What follows belongs to an exercise in optimizing a design on an open flow for a short achievable clock period and few clock cycles; a production flow would make more cautious choices.
RTL that was checked went through simulation tests only; none was proved equivalent to the original.
Power is estimated from default activity; no workload was simulated.

## dsrb_bridge
module dsrb_bridge (
    input  wire        clk,
    input  wire        rst,           
    input  wire        in_valid,
    output wire        in_ready,
    input  wire [15:0] in_data,
    input  wire        in_last,
    output wire        out_valid,
    input  wire        out_ready,
    output wire [15:0] out_data,
    output wire        out_last,
    output wire [1:0]  out_evt,       
    output wire        led_rx,
    output wire        led_tx,
    output wire        reset_line,
    output wire        clk_frozen,
    output wire        uart_en
);
Size in the first run: about 8,000 cells after synthesis, about 2,700 flip-flops, roughly 47 I/O pins, about 0.12 mm^2 of cells after synthesis.
Settings: LEC_CHECK=0, ABC_CLOCK_PERIOD_IN_PS=3000, CAP_MARGIN=20, CORE_MARGIN=2, CORE_UTILIZATION=40, PLACE_DENSITY=0.6, SETUP_SLACK_MARGIN=5, SLEW_MARGIN=20; clock period 9.0 ns.
standard.sh (not shown) runs the stock make flow with config.mk's settings and CLKGATE_MAP_FILE= SYNTH_SCRIPT=/design/flow/synth_recipe.tcl, a recipe that flattens the netlist after the stock synthesis.
==> flow/flow/run.sh <==
#!/bin/bash
set -euo pipefail
MARGIN=${MARGIN:-6.5}
bash standard.sh SETUP_SLACK_MARGIN=$MARGIN finish > run_make.log 2>&1
The first run ran to the end with no violations.
Testbench counts at the start, summed over its fixed seeds: cycles 36,722.
Edit:
==> flow/run.sh (new file) <==
#!/bin/bash
# synth_recipe.tcl (not shown) runs the flow's synth.tcl, then flattens the netlist and writes it again
# the make line also repeats each setting of config.mk as NAME=value (left out here)
make -C /OpenROAD-flow-scripts/flow DESIGN_CONFIG=/design/flow/config.mk WORK_HOME=/design/flow/orfs CLKGATE_MAP_FILE= SYNTH_SCRIPT=/design/flow/synth_recipe.tcl finish
--- a/flow/config.mk
+++ b/flow/config.mk
@@ -9,6 +9,6 @@
 export CAP_MARGIN = 20
 export CORE_MARGIN = 2
-export CORE_UTILIZATION = 40
-export PLACE_DENSITY = 0.6
+export CORE_UTILIZATION = 60
+export PLACE_DENSITY = 0.7
 export SETUP_SLACK_MARGIN = 5
 export SLEW_MARGIN = 20
removed: flow/flow/run.sh
removed: flow/standard.sh
=> Synthesized cell count stays the same; utilization rises by 15 points; worst setup slack gets worse by 930 ps; combinational power falls by 39%; via count falls by 8.8%; register-to-register slack gets worse by 930 ps; global-route usage rises by 7.1 points; total power falls by 12%.
Edit:
--- a/flow/config.mk
+++ b/flow/config.mk
@@ -9,6 +9,6 @@
 export CAP_MARGIN = 20
 export CORE_MARGIN = 2
-export CORE_UTILIZATION = 60
-export PLACE_DENSITY = 0.7
+export CORE_UTILIZATION = 40
+export PLACE_DENSITY = 0.6
 export SETUP_SLACK_MARGIN = 5
 export SLEW_MARGIN = 20
What happened: Non-clock buffer count is higher by 9. Critical path depth is lower by 1. Final cell count climbs by roughly a tenth. Final area came out higher slightly. Worst setup slack gains 230 ps. Maximum frequency came out higher by a few percent. Total power rose slightly. Core utilization drops by 22 points. Worst hold slack improves by 23 ps.

Another version of the RTL of dsrb_bridge (not shown whole).
For scale: ~7800 cells after synthesis, ~2700 flip-flops, about 47 I/O pins, about 120000 um2 of cells after synthesis.
export LEC_CHECK = 0
export ABC_CLOCK_PERIOD_IN_PS = 3000
export CAP_MARGIN = 20
export CORE_MARGIN = 2
export CORE_UTILIZATION = 40
export PLACE_DENSITY = 0.6
export SETUP_SLACK_MARGIN = 5
export SLEW_MARGIN = 20
create_clock -name core_clock -period 9.0 [get_ports {clk}]
==> flow/flow/run.sh <==
#!/bin/bash
set -euo pipefail
MARGIN=${MARGIN:-6.5}
bash standard.sh SETUP_SLACK_MARGIN=$MARGIN finish > run_make.log 2>&1
The baseline completed with no timing, DRC or antenna violations.
Testbench counts at the start, summed over its fixed seeds: cycles 36,663.
Change:
- CORE_UTILIZATION: 40 -> 50
- PLACE_DENSITY: 0.6 -> 0.65
Result: The new run went through all stages and came out clean. Register-to-register slack gets worse by 0.06 ns. Area after synthesis stays the same. Worst setup slack gets worse by 0.068 ns. First-iteration DRC count is lower by 2.6%. Via count is higher by 1.8%. Wire length is higher by 1.1%.
Change:
- CORE_UTILIZATION: 50 -> 40
- CTS_CLUSTER_DIAMETER: default -> 60
- CTS_CLUSTER_SIZE: default -> 30
- PLACE_DENSITY: 0.65 -> 0.6
Synthesized cell count does not change; sequential share of layout area came out higher by 1.1 points; wire length fell by 2.2%; power shrinks by 4.7%; synthesized area does not change; global-route usage decreases by 6.7 points.

dsrb_bridge, a different RTL version from the one above (not shown whole).
For scale: about 7,100 cells after synthesis, ~2,700 flip-flops, roughly 47 I/O pins.
make LEC_CHECK=0 CAP_MARGIN=20 CORE_MARGIN=2 CORE_UTILIZATION=40 PLACE_DENSITY=0.6 SLEW_MARGIN=20 finish   # period 9.0 ns
run.sh (not shown) runs the stock make flow with config.mk's settings and CLKGATE_MAP_FILE= SYNTH_SCRIPT=/design/flow/synth_recipe.tcl, a recipe that flattens the netlist after the stock synthesis.
Stock flow here: none of the scripts above is used.
Change:
--- a/flow/config.mk
+++ b/flow/config.mk
@@ -6,7 +6,9 @@
 export NUM_CORES = 4
 export LEC_CHECK = 0
+export ABC_CLOCK_PERIOD_IN_PS = 3000
 export CAP_MARGIN = 20
 export CORE_MARGIN = 2
 export CORE_UTILIZATION = 40
 export PLACE_DENSITY = 0.6
+export SETUP_SLACK_MARGIN = 5
 export SLEW_MARGIN = 20
Global-route usage climbs by 1.2 points.
Power came out higher by about 4.3%.
Synthesized area stays the same.
Die area stays the same.
Sequential power stays flat.
Clock power is about the same.
Hold slack stays flat.
No run of this note included a check of the RTL's function; only the layout flow was run.

==> re-timing with driven ports <==
The results above use ideal ports. As a check the final layouts listed here were re-extracted and re-timed, cells and wires unchanged.
Step 1 assumes that a clkbuf_16 drives the clock port and a buf_2 every other input.
Step 2 moves the port delays by t, midway between the first and last clock arrival at a register: inputs arrive t later, outputs are due t later. That takes back most of the time a late clock gives input paths.
Slacks: ideal ports / drivers / drivers and shift; pairs: ideal ports / drivers.
| run | t, ns | slack for setup (ns) | slew at the worst register clock pin (ns) |
|---|---|---|---|
| the first run of note 1 | 0.996 | 5.579 / 5.579 / 5.064 | 0.07 / 0.07 |
| the second run of note 1 | 0.996 | 4.650 / 4.650 / 4.044 | 0.07 / 0.07 |
| the third run of note 1 | 0.980 | 4.879 / 4.879 / 4.176 | 0.07 / 0.07 |
| the first run of note 2 | 0.995 | 5.716 / 5.619 / 4.797 | 0.07 / 0.07 |
| the second run of note 2 | 1.039 | 5.648 / 5.564 / 4.958 | 0.07 / 0.07 |
| the third run of note 2 | 0.998 | 5.726 / 5.626 / 4.794 | 0.10 / 0.10 |
| the first run of note 3 | 0.921 | 3.172 / 3.172 / 3.172 | 0.07 / 0.07 |
| the second run of note 3 | 0.953 | 5.004 / 4.948 / 4.157 | 0.07 / 0.07 |
After both steps every run listed still meets setup and hold. For the third run of note 2, which loses most, drivers alone change the setup slack by -0.100 ns; drivers and shift together by -0.932 ns.
